Source: an optimization exercise on an open RTL-to-GDS flow (aim: small area, a short achievable clock period and few clock cycles per item). Production flows keep margins and buffers that such runs may drop. At most, simulation tests tie the RTL to the original design; equivalence was not proved. No activity file was given, so power comes from the tool's default toggle rates.

## cedar
==> flow/design.v <==
module ssaf_chdec (
    input  wire        clk,
    input  wire        rst,         
    input  wire        cmd_valid,
    output wire        cmd_ready,
    input  wire [31:0] cmd_s,
    input  wire [31:0] cmd_d,
    input  wire        k_valid,
    output wire        k_ready,
    input  wire [5:0]  k_data,
    input  wire        d_valid,
    output wire        d_ready,
    input  wire [31:0] d_off,
    input  wire [31:0] d_len,
    input  wire        in_valid,
    output wire        in_ready,
    input  wire [31:0] in_data,
    output reg         out_valid,
    input  wire        out_ready,
    output reg  [31:0] out_data,
    output reg         out_last
);
    integer i;
    function [31:0] pand32;
        input [31:0] x;
        integer l, j;
        reg [31:0] r;
        begin
            r = x;
            for (l = 0; l < 5; l = l + 1)
                for (j = 0; j < 32; j = j + 1)
                    if ((j >> l) & 1)
                        r[j] = r[j] & r[((j >> l) << l) - 1];
            pand32 = r;
        end
    endfunction
    function [31:0] inc32;
        input [31:0] x;
        reg [31:0] c;
        begin
            c = pand32(x);
            inc32 = x ^ {c[30:0], 1'b1};
        end
    endfunction
    function [31:0] dec32;
        input [31:0] x;
        reg [31:0] c;
        begin
            c = pand32(~x);
            dec32 = x ^ {c[30:0], 1'b1};
        end
    endfunction
    function [15:0] carries16;
        input [15:0] a, b;
        input        cin;
        integer l, j;
        reg [15:0] g, t;
        begin
            g = a & b;
            t = a ^ b;
            g[0] = g[0] | (t[0] & cin);
            for (l = 0; l < 4; l = l + 1)
                for (j = 0; j < 16; j = j + 1)
                    if ((j >> l) & 1) begin
                        g[j] = g[j] | (t[j] & g[((j >> l) << l) - 1]);
                        t[j] = t[j] & t[((j >> l) << l) - 1];
                    end
            carries16 = g;
        end
    endfunction
    function [15:0] add16;
        input [15:0] a, b;
        input        cin;
        reg [15:0] c;
        begin
            c = carries16(a, b, cin);
            add16 = a ^ b ^ {c[14:0], cin};
        end
    endfunction
    reg        busy;         
    reg        cack;         
    reg        dack;         
    reg [31:0] pos;          
    reg [31:0] d_left;       
    reg        s_end;        
    reg        d_end;        
    reg        in_run;       
    reg [11:0] cidx;         
    reg        q0v, q1v;
    reg [3:0]  q0, q1;
    wire [31:0] pos_inc  = inc32(pos);
    wire [31:0] d_dec    = dec32(d_left);
    wire [31:0] cidx_inc = inc32({20'd0, cidx});
    wire [31:0] rx  = d_off ^ d_len ^ pos_inc;
    wire [31:0] rk  = (d_off & d_len) | ((d_off | d_len) & ~pos_inc);
    wire run_end    = (rx == {rk[30:0], 1'b0});
    wire desc_ok = busy && !d_end && d_valid && !dack;
    wire need_d  = busy && !d_end && !(d_valid && !dack);
    wire zrun    = desc_ok && (in_run || (pos == d_off));
    wire len0    = (d_len == 32'd0);
    wire sq_zero = zrun && !len0;
    wire zskip   = zrun && len0;
    wire sq_lit  = busy && !need_d && !zrun && !s_end;
    wire done    = busy && d_end && s_end;
    wire push    = (sq_zero || sq_lit) && !q1v;
    wire last    = (pos_inc == cmd_s);
    wire [3:0] push_d = {sq_zero, last, (pos[31:1] == 31'd0),
                         sq_lit && (cidx == 12'd0)};
    assign cmd_ready = cack;
    assign d_ready   = dack;
    reg [31:0] w0, w1;       
    reg        v0, v1;
    reg [4:0]  p;
    reg [5:0]  k;
    reg        in_rem;       
    reg        drop;         
    reg        tv;
    reg        t_comp;       
    reg        t_uk;         
    reg        t_r;          
    reg        t_acc;        
    reg [31:0] t_w;          
    reg [4:0]  t_u;          
    reg [4:0]  t_sh;         
    reg        t_first, t_last;
    reg        zv;
    reg        zacc;         
    reg [31:0] z;
    reg        zfirst, zlast;
    reg [15:0] tp;
    wire out_free = !out_valid || out_ready;
    wire zfree    = !zv || out_free;
    wire tfree    = !tv || zfree;
    wire h_zero  = q0[3];
    wire h_last  = q0[2];
    wire h_first = q0[1];
    wire h_newk  = q0[0];
    assign k_ready  = q0v && !h_zero && h_newk && !tv;
    assign in_ready = !v1;
    wire [63:0] B  = {w0, w1};
    wire [46:0] f1 = p[4] ? B[47:1]  : B[63:17];
    wire [38:0] f2 = p[3] ? f1[38:0] : f1[46:8];
    wire [34:0] f3 = p[2] ? f2[34:0] : f2[38:4];
    wire [32:0] f4 = p[1] ? f3[32:0] : f3[34:2];
    wire [31:0] W  = p[0] ? f4[31:0] : f4[32:1];
    wire [31:0] pmask = {32{1'b1}} << p;          
    reg  [63:0] zr;
    always @(*)
        for (i = 0; i < 64; i = i + 1)
            zr[i] = !B[63 - i] && ((i >= 32) ? v1 : (v0 && pmask[i]));
    reg [31:0] e1f; reg [31:0] e1q;
    reg [15:0] e2f; reg [31:0] e2q;
    reg [7:0]  e3f; reg [23:0] e3q;
    reg [3:0]  e4f; reg [15:0] e4q;
    reg [1:0]  e5f; reg [9:0]  e5q;
    reg        found;
    reg [5:0]  q;
    always @(*) begin
        for (i = 0; i < 32; i = i + 1) begin
            e1f[i] = zr[2*i] | zr[2*i+1];
            e1q[i] = !zr[2*i];
        end
        for (i = 0; i < 16; i = i + 1) begin
            e2f[i] = e1f[2*i] | e1f[2*i+1];
            e2q[2*i +: 2] = e1f[2*i] ? {1'b0, e1q[2*i]} : {1'b1, e1q[2*i+1]};
        end
        for (i = 0; i < 8; i = i + 1) begin
            e3f[i] = e2f[2*i] | e2f[2*i+1];
            e3q[3*i +: 3] = e2f[2*i] ? {1'b0, e2q[4*i +: 2]} : {1'b1, e2q[4*i+2 +: 2]};
        end
        for (i = 0; i < 4; i = i + 1) begin
            e4f[i] = e3f[2*i] | e3f[2*i+1];
            e4q[4*i +: 4] = e3f[2*i] ? {1'b0, e3q[6*i +: 3]} : {1'b1, e3q[6*i+3 +: 3]};
        end
        for (i = 0; i < 2; i = i + 1) begin
            e5f[i] = e4f[2*i] | e4f[2*i+1];
            e5q[5*i +: 5] = e4f[2*i] ? {1'b0, e4q[8*i +: 4]} : {1'b1, e4q[8*i+4 +: 4]};
        end
        found = e5f[0] | e5f[1];
        q     = e5f[0] ? {1'b0, e5q[4:0]} : {1'b1, e5q[9:5]};
    end
    wire        k32    = k[5];
    wire [63:0] m_inw  = {~pmask, 32'hFFFFFFFF};
    wire [63:0] m_e    = v1 ? ({64{1'b1}} >> k) : ({32'd0, 32'hFFFFFFFF} >> k);
    wire [63:0] m_sh   = {33'd0, 31'h7FFFFFFF} >> k;
    wire [15:0] kp     = add16({11'd0, p}, {11'd0, ~k[4:0]}, 1'b0);    
    wire [63:0] m_w    = ~({64{1'b1}} << kp[5:0]) | ({63'd0, 1'b1} << kp[5:0]);
    wire in_w   = |(zr & m_inw);
    wire fit_w  = !k32 && |(zr & m_w);
    wire fit_e  = |(zr & m_e);
    wire sh_f   = !(|(zr & m_sh));
    wire sh_t   = !(|zr[30:0]);
    wire w_all  = v1 || (p == 5'd0);                            
    wire [15:0] pk = add16({11'd0, p}, {10'd0, k}, 1'b0);       
    wire rem_ok = v1 || !pk[5] || (pk[4:0] == 5'd0);              
    wire h_lit   = q0v && !h_zero && !h_newk && v0 && !drop;
    wire go      = tfree && h_lit;
    wire c_full  = go && !in_rem && in_w && fit_w && fit_e;
    wire c_term  = go && !in_rem && in_w && !fit_w;
    wire c_acc   = go && !in_rem && !in_w && w_all;
    wire c_rem   = go && in_rem && rem_ok;
    wire c_zero  = tfree && q0v && h_zero && !drop;
    wire pop     = c_full || c_rem || c_zero || (c_term && (k == 6'd0));
    wire [4:0]  k1   = k[4:0] + 5'd1;
    wire [15:0] qk1  = add16({11'd0, q[4:0]}, {11'd0, k1}, 1'b0);   
    wire [15:0] qp1  = add16({11'd0, q[4:0]}, 16'd0, 1'b1);         
    reg  [4:0] pn;
    reg        sh1;
    always @(*) begin
        pn  = p;
        sh1 = 1'b0;
        if (c_full) begin
            pn  = qk1[4:0];
            sh1 = sh_f;
        end else if (c_term) begin
            pn  = qp1[4:0];
            sh1 = sh_t;
        end else if (c_acc) begin
            sh1 = 1'b1;
        end else if (c_rem) begin
            pn  = pk[4:0];
            sh1 = pk[5];
        end else if (drop) begin
            pn  = 5'd0;
            sh1 = (p != 5'd0);
        end
    end
    wire fw = in_valid && !v1;
    wire [15:0] shf = add16({11'd0, kp[4:0]}, {11'h7FF, ~q[4:0]}, 1'b1);
    wire [4:0]  shr = ~k[4:0] + 5'd1;
    wire [15:0] uq  = add16({11'd0, q[4:0]}, {11'h7FF, ~p}, 1'b1);
    wire [31:0] rraw  = t_w >> t_sh;
    wire [31:0] kmask = ~({32{1'b1}} << k);      
    wire [31:0] k32m  = {kmask[26:0], 5'h1F};    
    wire [31:0] uk    = {27'd0, t_u} << k;
    wire [31:0] base  = zacc ? z : 32'd0;
    wire [31:0] zsum  = base | (t_uk ? uk : 32'd0) | (t_r ? (rraw & kmask) : 32'd0);
    wire [31:0] zinc  = inc32(base | k32m);       
    wire        take  = tv && zfree;
    wire [31:0] e   = (z >> 1) ^ {32{z[0]}};
    wire [15:0] tm  = zfirst ? 16'd0 : tp;
    wire [15:0] ysum = add16(tp, e[15:0], 1'b0);
    wire [15:0] pa  = {tm[14:0], 1'b0};
    wire [15:0] pb  = {e[14:0], 1'b0};
    wire [15:0] pc  = ~out_data[15:0];
    wire [15:0] ps  = pa ^ pb ^ pc;
    wire [15:0] pcy = (pa & pb) | (pa & pc) | (pb & pc);
    wire [15:0] tnext = add16(ps, {pcy[14:0], 1'b1}, 1'b0);
    always @(posedge clk) begin
        if (rst) begin
            busy      <= 1'b0;
            cack      <= 1'b0;
            dack      <= 1'b0;
            in_run    <= 1'b0;
            q0v       <= 1'b0;
            q1v       <= 1'b0;
            v0        <= 1'b0;
            v1        <= 1'b0;
            p         <= 5'd0;
            in_rem    <= 1'b0;
            drop      <= 1'b0;
            tv        <= 1'b0;
            zv        <= 1'b0;
            zacc      <= 1'b0;
            out_valid <= 1'b0;
        end else begin
            cack <= 1'b0;
            dack <= 1'b0;
            if (cmd_valid && !busy && !cack) begin
                busy   <= 1'b1;
                pos    <= 32'd0;
                d_left <= cmd_d;
                cidx   <= 12'd0;
                s_end  <= (cmd_s == 32'd0);
                d_end  <= (cmd_d == 32'd0);
                in_run <= 1'b0;
            end
            if (done) begin
                busy <= 1'b0;
                cack <= 1'b1;
            end
            if (zskip || (push && sq_zero && run_end)) begin
                dack  <= 1'b1;
                d_left <= d_dec;
                d_end  <= (d_left == 32'd1);
            end
            if (push) begin
                pos   <= pos_inc;
                s_end <= last;
                if (sq_lit)
                    cidx <= cidx_inc[11:0];
                if (sq_zero)
                    in_run <= !run_end;
            end
            if (pop) begin
                q0v <= q1v || push;
                q0  <= q1v ? q1 : push_d;
                q1v <= 1'b0;
            end else begin
                if (!q0v)
                    q0 <= push_d;
                else if (!q1v)
                    q1 <= push_d;
                q0v <= q0v || push;
                q1v <= q1v || (q0v && push);
                if (k_valid && k_ready)
                    q0[0] <= 1'b0;
            end
            if (k_valid && k_ready)
                k <= k_data;
            drop <= pop && h_last;
            p    <= pn;
            v0   <= sh1 ? (v1 || fw) : (v0 || fw);
            v1   <= !sh1 && (v1 || (fw && v0));
            if (fw)
                w1 <= in_data;
            if (sh1)
                w0 <= v1 ? w1 : in_data;
            else if (!v0)
                w0 <= in_data;
            if (c_term && (k != 6'd0))
                in_rem <= 1'b1;
            else if (c_rem)
                in_rem <= 1'b0;
            if (take)
                tv <= 1'b0;
            if (tfree) begin
                t_w     <= W;
                t_u     <= uq[4:0];
                t_sh    <= in_rem ? shr : shf[4:0];
                t_first <= h_first;
                t_last  <= h_last;
            end
            if (c_full || c_term || c_acc || c_rem || c_zero) begin
                tv     <= 1'b1;
                t_comp <= pop;
                t_uk   <= c_full || c_term;
                t_r    <= c_full || c_rem;
                t_acc  <= c_acc;
            end
            if (zv && out_free)
                zv <= 1'b0;
            if (take) begin
                z      <= t_acc ? zinc : zsum;
                zv     <= t_comp;
                zacc   <= !t_comp;
                zfirst <= t_first;
                zlast  <= t_last;
            end
            if (out_valid && out_ready)
                out_valid <= 1'b0;
            if (zv && out_free) begin
                out_valid <= 1'b1;
                out_last  <= zlast;
                tp        <= tnext;
                out_data  <= zfirst ? e : {{16{ysum[15]}}, ysum};
            end
        end
    end
endmodule
clock: 10.0 ns
lec_check: 0
abc_clock_period_in_ps: 4000
cap_margin: 20
core_margin: 2
core_utilization: 40
place_density: 0.6
setup_slack_margin: 5
slew_margin: 20
run.sh (not shown) runs the stock make flow with config.mk's settings and CLKGATE_MAP_FILE= SYNTH_SCRIPT=/design/flow/synth_recipe.tcl, a recipe that flattens the netlist after the stock synthesis.
> inputs changed (cedar -> birch)
--- a/flow/design.v
+++ b/flow/design.v
@@ -183,10 +183,10 @@
     wire [63:0] m_inw  = {~pmask, 32'hFFFFFFFF};
     wire [63:0] m_e    = v1 ? ({64{1'b1}} >> k) : ({32'd0, 32'hFFFFFFFF} >> k);
     wire [63:0] m_sh   = {33'd0, 31'h7FFFFFFF} >> k;
-    wire [15:0] kp     = add16({11'd0, p}, {11'd0, ~k[4:0]}, 1'b0);    
-    wire [63:0] m_w    = ~({64{1'b1}} << kp[5:0]) | ({63'd0, 1'b1} << kp[5:0]);
+    wire [31:0] w_val  = v1 ? 32'hFFFFFFFF : pmask;
+    wire [31:0] w_k    = 32'hFFFFFFFF << k;
     wire in_w   = |(zr & m_inw);
-    wire fit_w  = !k32 && |(zr & m_w);
+    wire fit_w  = |(~W & w_val & w_k);
     wire fit_e  = |(zr & m_e);
     wire sh_f   = !(|(zr & m_sh));
     wire sh_t   = !(|zr[30:0]);
@@ -226,6 +226,7 @@
         end
     end
     wire fw = in_valid && !v1;
+    wire [15:0] kp  = add16({11'd0, p}, {11'd0, ~k[4:0]}, 1'b0);    
     wire [15:0] shf = add16({11'd0, kp[4:0]}, {11'h7FF, ~q[4:0]}, 1'b1);
     wire [4:0]  shr = ~k[4:0] + 5'd1;
     wire [15:0] uq  = add16({11'd0, q[4:0]}, {11'h7FF, ~p}, 1'b1);
--- outcome ---
[birch vs cedar] post-route cell area: higher in birch
Compared to cedar, the routing of birch uses more wire.
Taking cedar as the reference, in birch sum of routed wire segments on met1 went up by 10%; switching power total essentially unchanged; global-route met3 utilization moved up.
When birch is set beside cedar, its post-route total power turns out to be about 3% smaller.
When birch is measured against cedar, its minimum setup slack in the final design turns out 0.21 ns lower.
The clock group share of total power in birch was lower than what cedar gave.
Compared with cedar, birch degrades final critical path time including I/O delays and setup.
birch — synthesized instance count about 2.5% higher, cedar as reference
Testbench counts of birch, summed over its fixed seeds: cycles 100,897, items 100,391.
The RTL of cedar was laid out without a check of its function.

== v6 ==
ssaf_chdec, a different RTL version from the one above (not shown whole).
Size: roughly 3000 cells after synthesis, ~28000 sq um of cells after synthesis.
==> module ssaf_chdec, before the edit <==
module ssaf_chdec (
    input  wire        clk,
    input  wire        rst,         
    input  wire        cmd_valid,
    output wire        cmd_ready,
    input  wire [31:0] cmd_s,
    input  wire [31:0] cmd_d,
    input  wire        k_valid,
    output wire        k_ready,
    input  wire [5:0]  k_data,
    input  wire        d_valid,
    output wire        d_ready,
    input  wire [31:0] d_off,
    input  wire [31:0] d_len,
    input  wire        in_valid,
    output wire        in_ready,
    input  wire [31:0] in_data,
    output reg         out_valid,
    input  wire        out_ready,
    output reg  [31:0] out_data,
    output reg         out_last
);
    reg        active;
    reg [31:0] s_left;       
    reg [31:0] d_left;       
    reg [31:0] pos;          
    reg        have_desc;
    reg        in_run;       
    reg [31:0] cur_off;
    reg [31:0] cur_len;
    reg [11:0] cidx;         
    reg        need_k;
    reg [5:0]  k;
    reg [31:0] w0, w1;
    reg        v0, v1;
    reg [4:0]  p;
    reg [1:0]  cw_mode;
    reg        zv;
    reg [31:0] z;
    reg        zfirst;       
    reg        zlast;
    reg [15:0] y2;
    wire out_free = !out_valid || out_ready;
    wire zfree    = !zv || out_free;
    wire d_nz    = (d_left != 32'd0);
    wire s_nz    = (s_left != 32'd0);
    wire at_off  = (pos == cur_off);
    wire len_nz  = (cur_len != 32'd0);
    wire want_d  = !have_desc && d_nz;
    wire zrun    = have_desc && (in_run || at_off);
    wire zslot   = zrun && len_nz;
    wire zskip   = zrun && !len_nz;
    wire lit     = active && !want_d && !zrun && s_nz;
    wire done    = active && !want_d && !have_desc && !s_nz;
    assign cmd_ready = !active;
    assign d_ready   = active && want_d;
    assign k_ready   = lit && need_k;
    assign in_ready  = !v1;
    wire [63:0] B  = {w0, w1};
    wire [46:0] f1 = p[4] ? B[47:1]  : B[63:17];
    wire [38:0] f2 = p[3] ? f1[38:0] : f1[46:8];
    wire [34:0] f3 = p[2] ? f2[34:0] : f2[38:4];
    wire [32:0] f4 = p[1] ? f3[32:0] : f3[34:2];
    wire [31:0] W  = p[0] ? f4[31:0] : f4[32:1];
    wire [5:0]  a     = v1 ? 6'd32 : (v0 ? (6'd32 - {1'b0, p}) : 6'd0);
    reg  [5:0]  u;
    integer i;
    always @(*) begin
        u = 6'd32;
        for (i = 0; i < 32; i = i + 1)
            if (!W[i]) u = 6'd31 - i[5:0];
    end
    wire       rem_mode = (cw_mode == 2'd2);
    wire [6:0] len_full = rem_mode ? {1'b0, k} : ({1'b0, u} + 7'd1 + {1'b0, k});
    wire       term     = rem_mode || (u < a);
    wire       fits     = term && (len_full <= {1'b0, a});
    wire       full_win = (a == 6'd32);
    wire [5:0]  rsh   = 6'd32 - len_full[5:0];
    wire [31:0] rraw  = W >> rsh;
    reg  [31:0] kmask;
    reg  [31:0] uk;           
    reg  [31:0] k32m;         
    always @(*) begin
        for (i = 0; i < 32; i = i + 1) begin
            kmask[i] = (i < k);
            k32m[i]  = (i < k + 5);
        end
        uk = {26'd0, u} << k;
    end
    wire [31:0] rem  = rraw & kmask;
    wire [31:0] base = (cw_mode == 2'd0) ? 32'd0 : z;
    wire [31:0] zfin = base | (rem_mode ? 32'd0 : uk) | rem;
    wire go_lit   = lit && !need_k && zfree;
    wire c_done   = go_lit && fits;
    wire c_rem    = go_lit && !rem_mode && term && !fits && full_win;
    wire c_acc    = go_lit && !rem_mode && !term && full_win;
    reg  [5:0] used;
    always @(*) begin
        used = 6'd0;
        if (c_done)      used = len_full[5:0];
        else if (c_rem)  used = u + 6'd1;
        else if (c_acc)  used = 6'd32;
    end
    wire [5:0] psum  = {1'b0, p} + used;
    wire       wcross = psum[5];
    wire       drop  = cmd_valid && !active && (p != 5'd0);
    wire       shift = wcross || drop;
    wire       v0s   = shift ? v1 : v0;
    wire       v1s   = shift ? 1'b0 : v1;
    wire       fw    = in_valid && !v1;
    wire go_zero = active && !want_d && zslot && zfree;
    wire issue   = go_zero || c_done;
    always @(posedge clk) begin
        if (rst) begin
            active    <= 1'b0;
            have_desc <= 1'b0;
            in_run    <= 1'b0;
            v0        <= 1'b0;
            v1        <= 1'b0;
            p         <= 5'd0;
            cw_mode   <= 2'd0;
            zv        <= 1'b0;
            out_valid <= 1'b0;
            need_k    <= 1'b0;
        end else begin
            if (cmd_valid && !active) begin
                active  <= 1'b1;
                s_left  <= cmd_s;
                d_left  <= cmd_d;
                pos     <= 32'd0;
                cidx    <= 12'd0;
                need_k  <= 1'b1;
            end
            if (done)
                active <= 1'b0;
            if (d_valid && d_ready) begin
                cur_off   <= d_off;
                cur_len   <= d_len;
                have_desc <= 1'b1;
                in_run    <= 1'b0;
                d_left    <= d_left - 32'd1;
            end
            if (active && !want_d && zskip)
                have_desc <= 1'b0;
            if (go_zero) begin
                cur_len <= cur_len - 32'd1;
                in_run  <= (cur_len != 32'd1);
                if (cur_len == 32'd1)
                    have_desc <= 1'b0;
            end
            if (k_valid && k_ready) begin
                k      <= k_data;
                need_k <= 1'b0;
            end
            if (c_done) begin
                cidx <= cidx + 12'd1;
                if (cidx == 12'd4095)
                    need_k <= 1'b1;
            end
            p  <= drop ? 5'd0 : psum[4:0];
            v0 <= v0s || fw;
            v1 <= v1s || (fw && v0s);
            if (shift)
                w0 <= w1;
            if (fw) begin
                if (!v0s) w0 <= in_data;
                else      w1 <= in_data;
            end
            if (c_done)
                cw_mode <= 2'd0;
            else if (c_rem)
                cw_mode <= 2'd2;
            else if (c_acc)
                cw_mode <= 2'd1;
            if (zv && out_free)
                zv <= 1'b0;
            if (issue) begin
                zv     <= 1'b1;
                z      <= go_zero ? 32'd0 : zfin;
                zfirst <= (pos[31:1] == 31'd0);
                zlast  <= (s_left == 32'd1);
                pos    <= pos + 32'd1;
                s_left <= s_left - 32'd1;
            end else if (c_rem) begin
                z <= base | uk;
            end else if (c_acc) begin
                z <= (base | k32m) + 32'd1;      
            end
            if (out_valid && out_ready)
                out_valid <= 1'b0;
            if (zv && out_free) begin
                out_valid <= 1'b1;
                out_last  <= zlast;
                y2        <= out_data[15:0];
                out_data  <= zfirst ? ynew_full : {{16{ysum[15]}}, ysum};
            end
        end
    end
    wire [31:0] e         = (z >> 1) ^ {32{z[0]}};
    wire [31:0] ynew_full = e;
    wire [15:0] ysum      = {out_data[14:0], 1'b0} - y2 + e[15:0];
endmodule
clock: 10.0 ns
lec_check: 0
cap_margin: 20
core_margin: 2
core_utilization: 40
place_density: 0.6
slew_margin: 20
Looking at the reports, v6 completed the entire flow and the layout it produced met the timing, design-rule and antenna checks.
Changes in v7 relative to v6:
diff --git a/flow/design.v b/flow/design.v
--- a/flow/design.v
+++ b/flow/design.v
@@ -54,16 +54,12 @@
     wire done    = active && !want_d && !have_desc && !s_nz;
     assign cmd_ready = !active;
     assign d_ready   = active && want_d;
     assign k_ready   = lit && need_k;
     assign in_ready  = !v1;
-    wire [63:0] B  = {w0, w1};
-    wire [46:0] f1 = p[4] ? B[47:1]  : B[63:17];
-    wire [38:0] f2 = p[3] ? f1[38:0] : f1[46:8];
-    wire [34:0] f3 = p[2] ? f2[34:0] : f2[38:4];
-    wire [32:0] f4 = p[1] ? f3[32:0] : f3[34:2];
-    wire [31:0] W  = p[0] ? f4[31:0] : f4[32:1];
+    wire [63:0] wpair = {w0, w1} << p;
+    wire [31:0] W     = wpair[63:32];
     wire [5:0]  a     = v1 ? 6'd32 : (v0 ? (6'd32 - {1'b0, p}) : 6'd0);
     reg  [5:0]  u;
     integer i;
     always @(*) begin
         u = 6'd32;
@@ -77,15 +73,15 @@
     wire       full_win = (a == 6'd32);
     wire [5:0]  rsh   = 6'd32 - len_full[5:0];
     wire [31:0] rraw  = W >> rsh;
     reg  [31:0] kmask;
     reg  [31:0] uk;           
-    reg  [31:0] k32m;         
+    reg  [31:0] k32;          
     always @(*) begin
         for (i = 0; i < 32; i = i + 1) begin
             kmask[i] = (i < k);
-            k32m[i]  = (i < k + 5);
+            k32[i]   = (i == k + 5);
         end
         uk = {26'd0, u} << k;
     end
     wire [31:0] rem  = rraw & kmask;
     wire [31:0] base = (cw_mode == 2'd0) ? 32'd0 : z;
@@ -182,11 +178,11 @@
                 pos    <= pos + 32'd1;
                 s_left <= s_left - 32'd1;
             end else if (c_rem) begin
                 z <= base | uk;
             end else if (c_acc) begin
-                z <= (base | k32m) + 32'd1;      
+                z <= base + k32;
             end
             if (out_valid && out_ready)
                 out_valid <= 1'b0;
             if (zv && out_free) begin
                 out_valid <= 1'b1;
- Summary of v7 over v6: number of buffers inserted by post-CTS setup repair moved up; synthesized area moved down; routing usage on met2 moved down; wire length moved down.
- v6 -> v7: layout filler cell count decreased by a few percent
- Of the two candidates, v6 has the worse wire length of the first global-routing pass and v7 the better one.
- v7 vs v6 on logic gate share of total power: v7 is the lower one.
- Comparing v7 and v6, the lower normalized max-slew margin was measured on v6.
- Xor-xnor portion of the synthesized cell area is lower on v6
- compound AO/OA/AOI/OAI gates as the dominant combinational cell family by area after synthesis was reported by v7, and simple AND/OR/NAND/NOR gates by v6.
- Compared with v6, v7 shows a lower total power.
- Sequential cell area in the final layout: v7 vs v6 — no meaningful difference
- Looking only at clock-buffer cell count, and setting everything else aside, the higher value of v7 and v6 goes to v7.
Testbench counts of v7, summed over its fixed seeds: cycles 100,888, items 100,391.
Only the layout flow was run in v6; the RTL was not checked for function there.

static timing again, ports no longer ideal:
Ports are ideal in the flow. The routed layouts listed here were re-timed in OpenROAD. Step 1 assumes that a clkbuf_16 drives the clock port and a buf_2 every other input. Step 2 moves the port delays by t, midway between the first and last clock arrival at a register: inputs arrive t later, outputs are due t later. That takes back most of the time a late clock gives input paths. Three values: no drivers, after step 1, after step 2; two values: the first two.
| run | t (ns) | slack for setup (ns) | slew at the worst register clock pin (ns) |
|---|---|---|---|
| cedar | 0.619 | 5.109 / 5.109 / 4.715 | 0.07 / 0.07 |
| birch | 0.643 | 4.900 / 4.937 / 4.294 | 0.08 / 0.08 |
| v6 | 0.622 | 0.722 / 0.722 / 0.722 | 0.07 / 0.07 |
| v7 | 0.627 | 0.516 / 0.516 / 0.516 | 0.06 / 0.06 |
After both steps setup and hold are still met in every run listed. For birch, which loses most, drivers alone change the setup slack by +0.037 ns; drivers and shift together by -0.606 ns.
